Source: an optimization exercise on an open RTL-to-GDS flow (aim: small area, a short achievable clock period and few clock cycles per item). Production flows keep margins and buffers that such runs may drop. Function was checked by simulation only, so behaviour that the tests miss may differ from the original.

$ cat design.v
module blep_osc (
    input  wire        clk,
    input  wire        rst,         
    input  wire        cfg_we,
    input  wire [2:0]  cfg_addr,
    input  wire [31:0] cfg_data,
    input  wire        in_valid,
    output wire        in_ready,
    output reg         out_valid,
    output reg  [31:0] out_y
);
    localparam [31:0] ONE      = 32'd65536;
    localparam [31:0] F_MIN    = 32'd655;           
    localparam [31:0] F_RST    = 32'd28835840;      
    localparam [31:0] GM_ONE   = 32'd1073741824;    
    localparam [31:0] PW_NORM  = 32'h80000000;      
    localparam [31:0] PW_JC    = 32'd2276332667;    
    localparam integer R = 4;                       
    reg [31:0] freq, target, gmult, gsteps, stg_target, stg_mult;
    reg [16:0] blend, nblend, subblend, nsub;
    reg        jc;
    reg [31:0] phase, subphase;
    reg [1:0] pend;
    assign in_ready = (pend != 2'd3);
    wire acc = in_valid & in_ready;
    reg [31:0] plo;                  
    reg        plo_ok;
    wire [47:0] lo_full = freq[15:0] * gmult;
    wire [48:0] gsum    = freq[31:16] * gmult + {17'd0, plo};
    wire [31:0] mg      = gsum[45:14];   
    wire [31:0] gnext   = (gsteps == 32'd1) ? target : ((mg < F_MIN) ? F_MIN : mg);
    wire        g_ready = (gsteps[31:1] == 31'd0) || plo_ok;
    reg v1, nc1;         
    reg v2, nc2;         
    wire c_done;
    wire d_move = v1 & (~v2 | c_done);
    wire issue  = (pend != 2'd0) & g_ready & (~v1 | d_move);
    wire [47:0] f48   = {16'd0, freq};
    wire [47:0] kprod = (f48 << 16) + (f48 << 15) - (f48 << 10) + (f48 << 7) - (f48 << 4) - f48;
    reg  [31:0] dtr;
    wire [31:0] dts = dtr >> 1;
    wire [31:0] pw  = jc ? PW_JC : PW_NORM;
    wire [31:0] bt0 = phase;
    wire [31:0] bt1 = phase - pw;
    wire [31:0] bt2 = subphase;
    wire [31:0] bt3 = subphase + 32'h80000000;
    wire [31:0] nt0 = -bt0, nt1 = -bt1, nt2 = -bt2, nt3 = -bt3;
    wire [3:0] low  = {bt3 < dts, bt2 < dts, bt1 < dtr, bt0 < dtr};
    wire [3:0] high = {(bt3 != 32'd0) && (nt3 < dts), (bt2 != 32'd0) && (nt2 < dts),
                       (bt1 != 32'd0) && (nt1 < dtr), (bt0 != 32'd0) && (nt0 < dtr)};
    reg        slot_ok, slot_new;
    reg [1:0]  slot_k;
    reg [16:0] slot_val;             
    wire [3:0] kdec = 4'd1 << slot_k;
    wire [3:0] hit  = (slot_ok & nc2) ? (kdec & low) : 4'd0;
    wire [3:0] need = (low | high) & ~hit;
    localparam [1:0] C_CHK = 2'd0, C_DIV = 2'd1, C_SQ = 2'd2, C_FIN = 2'd3;
    reg [1:0]  cst;
    reg [3:0]  pm;                   
    reg [1:0]  ck;                   
    reg        cneg;
    reg [31:0] rem;
    reg [15:0] q;
    reg [1:0]  cnt;
    reg signed [17:0] b0r, b1r, b2r, b3r;
    function [1:0] first(input [3:0] m);
        first = m[0] ? 2'd0 : m[1] ? 2'd1 : m[2] ? 2'd2 : 2'd3;
    endfunction
    function [31:0] sel32(input [1:0] k, input [31:0] a0, input [31:0] a1,
                          input [31:0] a2, input [31:0] a3);
        case (k)
            2'd0: sel32 = a0;
            2'd1: sel32 = a1;
            2'd2: sel32 = a2;
            default: sel32 = a3;
        endcase
    endfunction
    wire [3:0]  ldmask = (cst == C_CHK) ? need : pm;
    wire [1:0]  lk     = first(ldmask);
    wire [3:0]  ldec   = 4'd1 << lk;
    wire        llow   = |(low & ldec);
    wire [31:0] lt     = llow ? sel32(lk, bt0, bt1, bt2, bt3) : sel32(lk, nt0, nt1, nt2, nt3);
    wire [31:0] bd = ck[1] ? dts : dtr;
    reg [31:0] dr;
    reg [15:0] dq;
    reg [32:0] rs;
    integer i;
    always @(*) begin
        dr = rem;
        dq = q;
        for (i = 0; i < R; i = i + 1) begin
            rs = {dr, 1'b0};
            if (rs >= {1'b0, bd}) begin
                dr = rs[31:0] - bd;
                dq = {dq[14:0], 1'b1};
            end else begin
                dr = rs[31:0];
                dq = {dq[14:0], 1'b0};
            end
        end
    end
    wire [31:0] qsq  = q * q;
    wire [16:0] s1   = qsq[31:16];
    wire [32:0] qsq1 = {1'b0, qsq} + {16'd0, q, 1'b1};       
    wire signed [17:0] q2   = $signed({1'b0, q, 1'b0});
    wire signed [17:0] s1s  = $signed({1'b0, s1});
    wire signed [17:0] newb = cneg ? (s1s - q2 + $signed(18'd65536))
                                   : (q2 - s1s - $signed(18'd65536));
    wire [16:0] slot_calc = (rem != 32'd0) ? qsq1[32:16] : s1;
    wire signed [17:0] sv = -$signed({1'b0, slot_val});
    wire fin = (cst == C_FIN);
    wire signed [17:0] b0 = fin ? b0r : (hit[0] ? sv : 18'sd0);
    wire signed [17:0] b1 = fin ? b1r : (hit[1] ? sv : 18'sd0);
    wire signed [17:0] b2 = fin ? b2r : (hit[2] ? sv : 18'sd0);
    wire signed [17:0] b3 = fin ? b3r : (hit[3] ? sv : 18'sd0);
    assign c_done = v2 & (fin | ((cst == C_CHK) & (need == 4'd0)));
    wire signed [18:0] nv_sq  = (phase < pw) ? 19'sd65536 : -19'sd65536;
    wire signed [18:0] nv_sub = subphase[31] ? -19'sd65536 : 19'sd65536;
    wire signed [17:0] saw_c  = $signed({1'b0, phase[31:15]}) - $signed(18'd65536) - b0;
    wire signed [18:0] sqw_c  = nv_sq + b0 - b1;
    wire signed [18:0] sub_c  = nv_sub + b2 - b3;
    reg v3, v4, v5;
    reg signed [17:0] saw;
    reg signed [18:0] sqw, sub;
    reg signed [20:0] mainv, subp, mixv;
    wire signed [35:0] pa = $signed({1'b0, blend}) * saw;
    wire signed [36:0] pb = $signed({1'b0, nblend}) * sqw;
    wire signed [36:0] pc = $signed({1'b0, subblend}) * sub;
    wire signed [20:0] main_c = (pa >>> 16) + (pb >>> 16);
    wire signed [20:0] subp_c = pc >>> 16;
    wire signed [38:0] pd = $signed({1'b0, nsub}) * mainv;
    wire signed [20:0] mix_c = (pd >>> 16) + subp;
    wire signed [37:0] mx = mixv;
    wire signed [37:0] pe = (mx <<< 16) - (mx <<< 14) - (mx <<< 12) + (mx <<< 10) + (mx <<< 8) - (mx <<< 1);
    wire signed [21:0] out_c = pe >>> 16;
    function [16:0] clamp01(input [31:0] v);
        if (v[31])
            clamp01 = 17'd0;
        else if (v > ONE)
            clamp01 = ONE[16:0];
        else
            clamp01 = v[16:0];
    endfunction
    wire [16:0] cl = clamp01(cfg_data);
    always @(posedge clk) begin
        plo   <= lo_full[47:16];
        if (d_move) dtr <= kprod[47:16];
        if (c_done) begin
            saw <= saw_c;
            sqw <= sqw_c;
            sub <= sub_c;
        end
        mainv <= main_c;
        subp  <= subp_c;
        mixv  <= mix_c;
        out_y <= {{10{out_c[21]}}, out_c};
    end
    always @(posedge clk) begin
        if (rst) begin
            out_valid  <= 1'b0;
            freq       <= F_RST;
            target     <= F_RST;
            gmult      <= GM_ONE;
            gsteps     <= 32'd0;
            stg_target <= F_RST;
            stg_mult   <= GM_ONE;
            blend      <= ONE[16:0];
            nblend     <= 17'd0;
            subblend   <= 17'd0;
            nsub       <= ONE[16:0];
            jc         <= 1'b0;
            phase      <= 32'd0;
            subphase   <= 32'd0;
            pend       <= 2'd0;
            plo_ok     <= 1'b0;
            v1         <= 1'b0;
            v2         <= 1'b0;
            v3         <= 1'b0;
            v4         <= 1'b0;
            v5         <= 1'b0;
            cst        <= C_CHK;
            slot_ok    <= 1'b0;
            slot_new   <= 1'b0;
        end else begin
            pend <= pend + {1'b0, acc} - {1'b0, issue};
            plo_ok <= 1'b1;
            if (issue) begin
                if (gsteps != 32'd0) begin
                    gsteps <= gsteps - 32'd1;
                    freq   <= gnext;
                    plo_ok <= 1'b0;
                end
                nc1 <= (gsteps == 32'd0);
            end
            if (issue)
                v1 <= 1'b1;
            else if (d_move)
                v1 <= 1'b0;
            if (d_move) begin
                v2  <= 1'b1;
                nc2 <= nc1;
            end else if (c_done)
                v2 <= 1'b0;
            case (cst)
                C_CHK: if (v2 && need != 4'd0) begin
                    b0r  <= hit[0] ? sv : 18'sd0;
                    b1r  <= hit[1] ? sv : 18'sd0;
                    b2r  <= hit[2] ? sv : 18'sd0;
                    b3r  <= hit[3] ? sv : 18'sd0;
                    pm   <= need & ~ldec;
                    ck   <= lk;
                    cneg <= ~llow;
                    rem  <= lt;
                    q    <= 16'd0;
                    cnt  <= 2'd0;
                    cst  <= C_DIV;
                end
                C_DIV: begin
                    rem <= dr;
                    q   <= dq;
                    cnt <= cnt + 2'd1;
                    if (cnt == 2'd3) cst <= C_SQ;
                end
                C_SQ: begin
                    case (ck)
                        2'd0: b0r <= newb;
                        2'd1: b1r <= newb;
                        2'd2: b2r <= newb;
                        2'd3: b3r <= newb;
                    endcase
                    if (cneg && !slot_new) begin
                        slot_new <= 1'b1;
                        slot_k   <= ck;
                        slot_val <= slot_calc;
                    end
                    if (pm != 4'd0) begin
                        pm   <= pm & ~ldec;
                        ck   <= lk;
                        cneg <= ~llow;
                        rem  <= lt;
                        q    <= 16'd0;
                        cnt  <= 2'd0;
                        cst  <= C_DIV;
                    end else
                        cst <= C_FIN;
                end
                default: cst <= C_CHK;
            endcase
            if (c_done) begin
                phase    <= phase + dtr;
                subphase <= subphase + dts;
                slot_ok  <= slot_new;
                slot_new <= 1'b0;
            end
            v3        <= c_done;
            v4        <= v3;
            v5        <= v4;
            out_valid <= v5;
            if (cfg_we) begin
                slot_ok <= 1'b0;
                plo_ok  <= 1'b0;
                case (cfg_addr)
                    3'd0: begin
                        freq     <= (cfg_data < F_MIN) ? F_MIN : cfg_data;
                        target   <= (cfg_data < F_MIN) ? F_MIN : cfg_data;
                        gsteps   <= 32'd0;
                        gmult    <= GM_ONE;
                        phase    <= 32'd0;
                        subphase <= 32'd0;
                    end
                    3'd1: stg_target <= (cfg_data < F_MIN) ? F_MIN : cfg_data;
                    3'd2: stg_mult   <= cfg_data;
                    3'd3: begin
                        target <= stg_target;
                        gmult  <= stg_mult;
                        gsteps <= (cfg_data == 32'd0) ? 32'd1 : cfg_data;
                    end
                    3'd4: begin blend    <= cl; nblend <= ONE[16:0] - cl; end
                    3'd5: begin subblend <= cl; nsub   <= ONE[16:0] - cl; end
                    3'd6: if (cfg_data <= 32'd1) jc <= cfg_data[0];
                    3'd7: begin
                        phase    <= 32'd0;
                        subphase <= 32'd0;
                    end
                endcase
            end
        end
    end
endmodule
$ cat config.mk
export PLATFORM = sky130hd
export DESIGN_NAME = blep_osc
export DESIGN_NICKNAME = blep_osc
export VERILOG_FILES = /design/flow/design.v
export SDC_FILE = /design/flow/constraint.sdc
export NUM_CORES = 4
export LEC_CHECK = 0
export CAP_MARGIN = 20
export CORE_MARGIN = 2
export CORE_UTILIZATION = 40
export SLEW_MARGIN = 20
$ cat constraint.sdc
create_clock -name core_clock -period 20.0 [get_ports {clk}]
set_input_delay 4.0000 -clock core_clock [delete_from_list [all_inputs] [get_ports {clk}]]
set_output_delay 4.0000 -clock core_clock [all_outputs]
set_load 0.01 [all_outputs]
$ cat run.sh
#!/bin/bash
# synth_recipe.tcl (not shown) runs the flow's synth.tcl, then flattens the netlist and writes it again
# the make line also repeats each setting of config.mk as NAME=value (left out here)
make -C /OpenROAD-flow-scripts/flow DESIGN_CONFIG=/design/flow/config.mk WORK_HOME=/design/flow/orfs CLKGATE_MAP_FILE= SYNTH_SCRIPT=/design/flow/synth_recipe.tcl finish
==> flow_summary.toml, run 1 <==
[global_routing]
grt_usage_pct = 23.8
grt_pass1_wl_um = 673000
grt_pass1_vias = 114000
grt_max_degree = 85
grt-ovfl-total = 0
antenna_found_initial = 40

[setup_path]
crit_buf_inv = 7
cp-end-kind = "register"
crit_family = "compound AO/OA/AOI/OAI gates"
crit_top_cell = "buf_4"
path_max_fanout = 34
slowest_stage = "nand2_1"
crit_path_max_incr_delay_ns = 0.79
crit_arrival_ns = 18.44
path_class = "register to register"
critPathRequiredTime_ns = 20.49
start_kind = "register"

[place]
dp_hpwl_um = 328000
portBuffers = 72
gp_congestion = 0.941

[yosys]
yosysWarnings = 1
syn-num-nets = 20300
ys_ff_latch = 691
avgSynthCellArea_um2 = 8.75
syn_area_um2 = 143000
synth_cells = 16300
ys.flop_type = "dfxtp_1"
async_reset_ff_share_pct = 0
ys_seq_area_share_pct = 11.3
synth_edf_count = 238
yosysUniqueCellTypes = 103

[job]
cap_violations = 0

[cts]
clock_path_buffers = 4
postCtsSetupBuffers = 0
htreeDepth = 3
cts_made_buffers = 95
cts_sinks = 691
insertion_delay_ns = 0.89
tritoncts = "built"
post_cts_resized = 0
clkTransAtPathRegs_ns = 0.07
hold_buffers = 0
root_buffer = "clkbuf_16"

[drt]
wl_per_cell_um = 20.5
drt_pass1_iterations = 17
dr_wl_met2_um = 199000
wirelength_um = 426000
top_layer = "met5"
detail-route-antenna-nets = 0
drcViolationCount = 0
wl_met3_um = 25200
vias = 110000
m1WireLength_um = 184000
vias_per_cell = 5.30
drt_iter0_drc = 7891

[die]
die_area_um2 = 362000
fp.dieW_um = 602
core_area_um2 = 356000
rows = 219
io_pins = 73
start_util_pct = 40.2
die_y_um = 602

[sta]
setup-tns-final_ns = 0
fin_crit_sh_pct = 89.8
final_hold_viol_count = 0
drv_slew = 0
rsz0062_at_grt = "no"
max_freq_ghz = 0.0557
fin_worst_skew_ns = 0.122
setup_viol = 0
timing.slew.headroom_pct = 10.6
tightestPinTransition_ns = 1.33
layout_min_cycle_time_ns = 17.96

[cells_and_area]
areaGrowthSynthToFinish_pct = 6.27
nets = 20000
final_layout_size_suffix_gt1_share_pct = 3.91

[worst_hold_path]
hold_class = "register to register"

[run_status]
outcome = "timing/DRC/antenna clean"
synth_stat cells, drive strengths merged (34+ instances only):
library cell  number  area share [%]
nand4             62            0.28
o21ai            373             1.3
edfxtp           238             5.0
xnor2            520             3.2
inv             3016             7.9
clkbuf           705             1.9
dfxtp            453             6.3
xor2             220             1.3
fa              2448              34
nand2           2230             5.9
a21oi            663             2.3
nor4              57            0.26
or2               39            0.17
o21bai            90            0.47
nand3b            50            0.26
or3              100            0.45
buf               38            0.14
nor2             811             2.1
a22oi             50            0.26
a311oi            34            0.21
nor2b            100            0.44
a211oi           146            0.77
nor3             202            0.72
nand2b            99            0.43
o211ai            52            0.28
o21a             110            0.58
mux2i             55            0.39
a31oi             69            0.30
and2             791             3.5
a21o             199             1.0
a22o              63            0.39
mux2              72            0.57
and3              59            0.26
nand3            225            0.79
ha              1475              13
kinds of logic (layout without fill, tap and decap cells):
family          Yosys count  after routing  synth area share (%)
fa+ha+maj              3923           3923                  47.2
compound gates         2164           2164                  9.88
flops                   691            691                  11.3
other cells               0             18                     0
xor+xnor                742            742                  4.57
mux                     127            127                 0.953
simple gates           4922           4922                  16.1
buf+inv                3764           3497                  9.93
final timing paths:
| path | from | to | slack [ns] | depth (start not counted) |
|---|---|---|---|---|
| min reg2reg | v3 | v4 | 0.43 | 1 |
| max reg2reg | ck[1] | rem[30] | 2.04 | 54 |
| min | v3 | v4 | 0.43 | 1 |
| max | ck[1] | rem[30] | 2.04 | 54 |
layout make-up:
cell class / instances / area (µm²)
sequential: 691 / 16300
inverter: 3021 / 11300
antenna: 18 / 45.0
tap: 4751 / 5940
timing repair buffer: 307 / 2490
clock buffer: 120 / 2600
fill: 35600 / 204000
multi-input combinational: 11900 / 113000
clock inverter: 49 / 479
state kept, by name, indices dropped and copies added (netlist names), 19 cells and up:
register    flops
plo            32
mixv           21
out_y          22
rem            32
freq           32
phase          32
target         32
subp           21
mainv          21
stg_mult       32
sub            19
subphase       32
dtr            32
sqw            19
stg_target     32
gsteps         32
gmult          32
stage by stage:
step | cells | hold slack [ns] | util [%] | setup slack, ns | instance area, µm²
finish | 20800 | 0.434 | 42.7 | 2.04 | 152000
detailed placement | 20600 | 0.424 | 41.8 | 2.09 | 149000
global route | 20800 | 0.448 | 42.7 | 1.10 | 152000
floorplan | 16300 | 0.400 | - | 5.34 | 143000
CTS | 20800 | 0.436 | 42.7 | 1.91 | 152000
global placement | 20600 | 0.422 | 41.8 | 1.92 | 149000
worst reg2reg max path: cells and delay by family (launching register included):
kind / cells / cell delay, ns
AOI/OAI and AO/OA: 29 / 8.39
and+or+nand+nor: 10 / 3.16
DFF: 1 / 0.43
adders and majority gates: 4 / 1.50
buffers and inverters: 7 / 2.06
muxes: 4 / 2.03
cells in the final DEF, fill, tap and decap left out, drive strengths merged, types with 72 or more instances in the layout:
cell	count
inv	3026
fa	2448
nand2	2230
ha	1475
nor2	811
and2	791
a21oi	663
xnor2	520
dfxtp	453
o21ai	373
edfxtp	238
buf	235
nand3	225
xor2	220
nor3	202
a21o	199
a211oi	146
clkbuf	121
o21a	110
nor2b	100
or3	100
nand2b	99
o21bai	90
mux2	72
routing by layer:
| metal | vias up | GRT usage, % |
|---|---|---|
| li1 | 50800 | - |
| met5 | - | 0 |
| met4 | 2 | 9.07 |
| met1 | 55600 | 31.8 |
| met2 | 3229 | 39.4 |
| met3 | 696 | 2.75 |
Testbench counts, summed over its fixed seeds: cycles 9,371, samples 4,800.
==> inputs of run 2 (changes only) <==
--- a/design.v
+++ b/design.v
@@ -23,18 +23,14 @@
     reg [1:0] pend;
     assign in_ready = (pend != 2'd3);
     wire acc = in_valid & in_ready;
-    reg [31:0] plo;                  
-    reg        plo_ok;
-    wire [47:0] lo_full = freq[15:0] * gmult;
-    wire [48:0] gsum    = freq[31:16] * gmult + {17'd0, plo};
-    wire [31:0] mg      = gsum[45:14];   
-    wire [31:0] gnext   = (gsteps == 32'd1) ? target : ((mg < F_MIN) ? F_MIN : mg);
-    wire        g_ready = (gsteps[31:1] == 31'd0) || plo_ok;
+    wire [63:0] gprod = freq * gmult;
+    wire [31:0] mg    = gprod[61:30];
+    wire [31:0] gnext = (gsteps == 32'd1) ? target : ((mg < F_MIN) ? F_MIN : mg);
     reg v1, nc1;         
     reg v2, nc2;         
     wire c_done;
     wire d_move = v1 & (~v2 | c_done);
-    wire issue  = (pend != 2'd0) & g_ready & (~v1 | d_move);
+    wire issue  = (pend != 2'd0) & (~v1 | d_move);
     wire [47:0] f48   = {16'd0, freq};
     wire [47:0] kprod = (f48 << 16) + (f48 << 15) - (f48 << 10) + (f48 << 7) - (f48 << 4) - f48;
     reg  [31:0] dtr;
@@ -54,12 +50,12 @@
     wire [3:0] kdec = 4'd1 << slot_k;
     wire [3:0] hit  = (slot_ok & nc2) ? (kdec & low) : 4'd0;
     wire [3:0] need = (low | high) & ~hit;
-    localparam [1:0] C_CHK = 2'd0, C_DIV = 2'd1, C_SQ = 2'd2, C_FIN = 2'd3;
+    localparam [1:0] C_CHK = 2'd0, C_DIV = 2'd1, C_SQ = 2'd2;
     reg [1:0]  cst;
     reg [3:0]  pm;                   
     reg [1:0]  ck;                   
     reg        cneg;
-    reg [31:0] rem;
+    reg [33:0] rem;                  
     reg [15:0] q;
     reg [1:0]  cnt;
     reg signed [17:0] b0r, b1r, b2r, b3r;
@@ -81,39 +77,42 @@
     wire        llow   = |(low & ldec);
     wire [31:0] lt     = llow ? sel32(lk, bt0, bt1, bt2, bt3) : sel32(lk, nt0, nt1, nt2, nt3);
     wire [31:0] bd = ck[1] ? dts : dtr;
-    reg [31:0] dr;
+    reg [33:0] dr;
     reg [15:0] dq;
-    reg [32:0] rs;
     integer i;
     always @(*) begin
         dr = rem;
         dq = q;
         for (i = 0; i < R; i = i + 1) begin
-            rs = {dr, 1'b0};
-            if (rs >= {1'b0, bd}) begin
-                dr = rs[31:0] - bd;
-                dq = {dq[14:0], 1'b1};
-            end else begin
-                dr = rs[31:0];
-                dq = {dq[14:0], 1'b0};
-            end
+            if (dr[33])
+                dr = {dr[32:0], 1'b0} + {2'b0, bd};
+            else
+                dr = {dr[32:0], 1'b0} - {2'b0, bd};
+            dq = {dq[14:0], ~dr[33]};
         end
     end
-    wire [31:0] qsq  = q * q;
+    wire rnz = (rem != 34'd0) && (rem[31:0] + bd != 32'd0);
+    reg [31:0] qsq;
+    integer j;
+    always @(*) begin
+        qsq = 32'd0;
+        for (j = 0; j < 16; j = j + 1)
+            qsq = qsq + (((({16'd0, q} >> (j + 1)) << (2 * j + 2)) | (32'd1 << (2 * j))) & {32{q[j]}});
+    end
     wire [16:0] s1   = qsq[31:16];
     wire [32:0] qsq1 = {1'b0, qsq} + {16'd0, q, 1'b1};       
     wire signed [17:0] q2   = $signed({1'b0, q, 1'b0});
     wire signed [17:0] s1s  = $signed({1'b0, s1});
     wire signed [17:0] newb = cneg ? (s1s - q2 + $signed(18'd65536))
                                    : (q2 - s1s - $signed(18'd65536));
-    wire [16:0] slot_calc = (rem != 32'd0) ? qsq1[32:16] : s1;
+    wire [16:0] slot_calc = rnz ? qsq1[32:16] : s1;
     wire signed [17:0] sv = -$signed({1'b0, slot_val});
-    wire fin = (cst == C_FIN);
-    wire signed [17:0] b0 = fin ? b0r : (hit[0] ? sv : 18'sd0);
-    wire signed [17:0] b1 = fin ? b1r : (hit[1] ? sv : 18'sd0);
-    wire signed [17:0] b2 = fin ? b2r : (hit[2] ? sv : 18'sd0);
-    wire signed [17:0] b3 = fin ? b3r : (hit[3] ? sv : 18'sd0);
-    assign c_done = v2 & (fin | ((cst == C_CHK) & (need == 4'd0)));
+    wire fin = (cst == C_SQ);
+    wire signed [17:0] b0 = fin ? ((ck == 2'd0) ? newb : b0r) : (hit[0] ? sv : 18'sd0);
+    wire signed [17:0] b1 = fin ? ((ck == 2'd1) ? newb : b1r) : (hit[1] ? sv : 18'sd0);
+    wire signed [17:0] b2 = fin ? ((ck == 2'd2) ? newb : b2r) : (hit[2] ? sv : 18'sd0);
+    wire signed [17:0] b3 = fin ? ((ck == 2'd3) ? newb : b3r) : (hit[3] ? sv : 18'sd0);
+    assign c_done = v2 & ((fin & (pm == 4'd0)) | ((cst == C_CHK) & (need == 4'd0)));
     wire signed [18:0] nv_sq  = (phase < pw) ? 19'sd65536 : -19'sd65536;
     wire signed [18:0] nv_sub = subphase[31] ? -19'sd65536 : 19'sd65536;
     wire signed [17:0] saw_c  = $signed({1'b0, phase[31:15]}) - $signed(18'd65536) - b0;
@@ -143,7 +142,6 @@
     endfunction
     wire [16:0] cl = clamp01(cfg_data);
     always @(posedge clk) begin
-        plo   <= lo_full[47:16];
         if (d_move) dtr <= kprod[47:16];
         if (c_done) begin
             saw <= saw_c;
@@ -172,7 +170,6 @@
             phase      <= 32'd0;
             subphase   <= 32'd0;
             pend       <= 2'd0;
-            plo_ok     <= 1'b0;
             v1         <= 1'b0;
             v2         <= 1'b0;
             v3         <= 1'b0;
@@ -183,12 +180,10 @@
             slot_new   <= 1'b0;
         end else begin
             pend <= pend + {1'b0, acc} - {1'b0, issue};
-            plo_ok <= 1'b1;
             if (issue) begin
                 if (gsteps != 32'd0) begin
                     gsteps <= gsteps - 32'd1;
                     freq   <= gnext;
-                    plo_ok <= 1'b0;
                 end
                 nc1 <= (gsteps == 32'd0);
             end
@@ -210,7 +205,7 @@
                     pm   <= need & ~ldec;
                     ck   <= lk;
                     cneg <= ~llow;
-                    rem  <= lt;
+                    rem  <= {2'b00, lt};
                     q    <= 16'd0;
                     cnt  <= 2'd0;
                     cst  <= C_DIV;
@@ -237,12 +232,12 @@
                         pm   <= pm & ~ldec;
                         ck   <= lk;
                         cneg <= ~llow;
-                        rem  <= lt;
+                        rem  <= {2'b00, lt};
                         q    <= 16'd0;
                         cnt  <= 2'd0;
                         cst  <= C_DIV;
                     end else
-                        cst <= C_FIN;
+                        cst <= C_CHK;
                 end
                 default: cst <= C_CHK;
             endcase
@@ -258,7 +253,6 @@
             out_valid <= v5;
             if (cfg_we) begin
                 slot_ok <= 1'b0;
-                plo_ok  <= 1'b0;
                 case (cfg_addr)
                     3'd0: begin
                         freq     <= (cfg_data < F_MIN) ? F_MIN : cfg_data;
==> run 2 against run 1 <==
  * Critical endpoint is now rem[32]
  * Global-route usage fell by 0.87 points
  * Core utilization fell by 0.16 points
==> flow_summary.toml, run 2 <==
[global_routing]
grt_pass1_vias = 116000
antenna_found_initial = 18
grt_pass1_wl_um = 672000
grt_usage_pct = 22.9
grt_max_degree = 117
grt-ovfl-total = 0

[sta]
fin_ws_ns = 6.27
setup_viol = 0
layout_min_cycle_time_ns = 13.73
setup-tns-final_ns = 0
rsz0062_at_grt = "no"
timing.slew.headroom_pct = 22.3
fin_crit_sh_pct = 68.7
final_hold_viol_count = 0
tightestPinTransition_ns = 1.15
drv_slew = 0
fin_worst_skew_ns = 0.0970
max_freq_ghz = 0.0728

[setup_path]
slowest_stage = "a2111oi_0"
crit_top_cell = "nor2_1"
path_class = "register to register"
path_max_fanout = 70
reg2reg_depth = 48
cp-end-kind = "register"
crit_path_max_incr_delay_ns = 0.86
crit_arrival_ns = 14.24
start_kind = "register"
critPathRequiredTime_ns = 20.50

[cts]
root_buffer = "clkbuf_16"
htreeDepth = 3
hold_buffers = 0
tritoncts = "built"
insertion_delay_ns = 0.85
cts_sinks = 660
postCtsSetupBuffers = 0
cts_made_buffers = 90
clkTransAtPathRegs_ns = 0.06
post_cts_resized = 0
clock_path_buffers = 4

[yosys]
synth.area.top_cells = "fa_1 33%, ha_1 14%, inv_1 7.6%, dfxtp_1 5.7%, nand2_1 5.0%"
synth_top_cell_by_area = "fa_1"
syn-num-nets = 21000
avgSynthCellArea_um2 = 8.66
yosysTopAreaCellShare_pct = 32.7
synth_most_common_cell = "inv_1"
syn_area_um2 = 147000
synth_cells = 17000
synth_common_cells = "2990 x inv_1, 2398 x fa_1, 1972 x nand2_1, 1617 x ha_1, 1124 x and2_1"
ys_seq_area_share_pct = 10.6
synth_edf_count = 240
yosysUniqueCellTypes = 118
async_reset_ff_share_pct = 0
ys_ff_latch = 660
ys.flop_type = "dfxtp_1"
yosysWarnings = 1

[cells_and_area]
top_register = "rem"
nFillCells = 36700
final_cell_mix = "2990 x inv_1, 2398 x fa_1, 1972 x nand2_1"
fin_util_pct = 42.5
largest_register_ffs = 34
areaGrowthSynthToFinish_pct = 5.85
final_cell_area_um2 = 155000
mostFrequentLayoutCell = "inv_1"
nets = 20600
final_layout_size_suffix_gt1_share_pct = 3.18
ff_latch_area_um2 = 15700
instances_no_fill = 21500
multi_input_area_um2 = 117000

[drt]
detail-route-antenna-nets = 0
vias = 114000
drt_pass1_iterations = 6
drcViolationCount = 0
wirelength_um = 425000
wl_per_cell_um = 19.8
drt_iter0_drc = 7957
vias_per_cell = 5.31

[die]
die_y_um = 610
core_area_um2 = 366000
start_util_pct = 40.2
rows = 222
die_area_um2 = 372000
io_pins = 73
fp.dieW_um = 610

[place]
portBuffers = 72
dp_hpwl_um = 331000
gp_congestion = 0.905
dp.cells = 21300
post-place-ws_ns = 6.78
placed_area_um2 = 152000

[job]
cap_violations = 0

[run_status]
outcome = "timing/DRC/antenna clean"

[worst_hold_path]
hold_depth = 1
hold_class = "register to register"
[run 2: cell types whose count changed in the layout (fill, tap and decap cells not counted), moves of 80 or more]
cell,before,now
and2_1,789,1124
nand2_1,2229,1972
a21oi_1,657,831
nor2_1,805,952
ha_1,1475,1617
a21o_1,199,279
[run 2: path summary, 6_finish.rpt]
| kind | startpoint | to | slack (ns) |
|---|---|---|---|
| setup reg to reg | ck[1] | rem[32] | 6.27 |
| setup / recovery | ck[1] | rem[32] | 6.27 |
| hold / removal | v5 | out_valid | 0.44 |
| hold reg to reg | v5 | out_valid | 0.44 |
[run 2: cell families after synthesis]
kind of cell,count (synthesis),share of synthesized area (%)
adders and majority gates,4015,46.5
buffers and inverters,3775,9.71
xor gates and xnor gates,754,4.51
and+or+nand+nor,5106,16.7
muxes,91,0.631
DFF,660,10.6
AOI/OAI and AO/OA,2563,11.3
[run 2: through the flow]
step	hold slack [ns]
after floorplan	0.400
after global placement	0.424
after detailed placement	0.428
after CTS	0.443
after global routing	0.456
final	0.436
[run 2: worst max-delay path, delay by kind of cell, from the launching register on]
family,cells,cell delay [ns]
multiplexers,3,0.58
adder cells (fa/ha/maj),4,1.38
flip-flops,1,0.32
XOR/XNOR,3,0.97
AO/OA/AOI/OAI,24,7.64
AND/OR/NAND/NOR,10,1.01
buffers and inverters,4,1.47
[run 2: per-layer routing]
metal	share of wire (%)	GRT usage [%]	vias to the layer above
li1	-	-	53000
met1	44	31.2	57100
met5	0.013	0	-
met4	2.8	5.87	8
met3	6.3	3.08	582
met2	47	38.2	3232
[run 2: layout make-up]
cell class | count | share of cell area [%]
Antenna cell | 6 | 0.00966
Inverter | 3004 | 7.26
Clock inverter | 33 | 0.287
Multi-Input combinational cell | 12500 | 75.3
Tap cell | 4816 | 3.88
Sequential cell | 660 | 10.1
Timing Repair Buffer | 287 | 1.51
Clock buffer | 127 | 1.66
Testbench counts of run 2, summed over its fixed seeds: cycles 7,933, samples 4,800.

[what the ideal ports hide]
In the flow no input, the clock included, has a driving cell. The finished layouts below were timed again as built, in two steps.
Step 1 assumes that a clkbuf_16 drives the clock port and a buf_2 every other input.
Step 2, shift: input delay + t, output delay - t, t = (earliest + latest rising clock arrival at the registers) / 2. This alone moves slack from input paths to output paths.
Slacks: no drivers / after step 1 / after step 2; pairs: no drivers / after step 1.
| run | shift t [ns] | slack for setup (ns) | hold slack, ns | worst setup path after step 2 | worst slew at a driven data input, ns |
|---|---|---|---|---|---|
| run 1 | 0.922 | 2.043 / 2.043 / 2.043 | 0.434 / 0.434 / 0.434 | register to register | 0.27 |
| run 2 | 0.911 | 6.269 / 6.269 / 6.269 | 0.436 / 0.436 / 0.436 | register to register | 0.18 |
After both steps setup and hold are still met in every run listed.
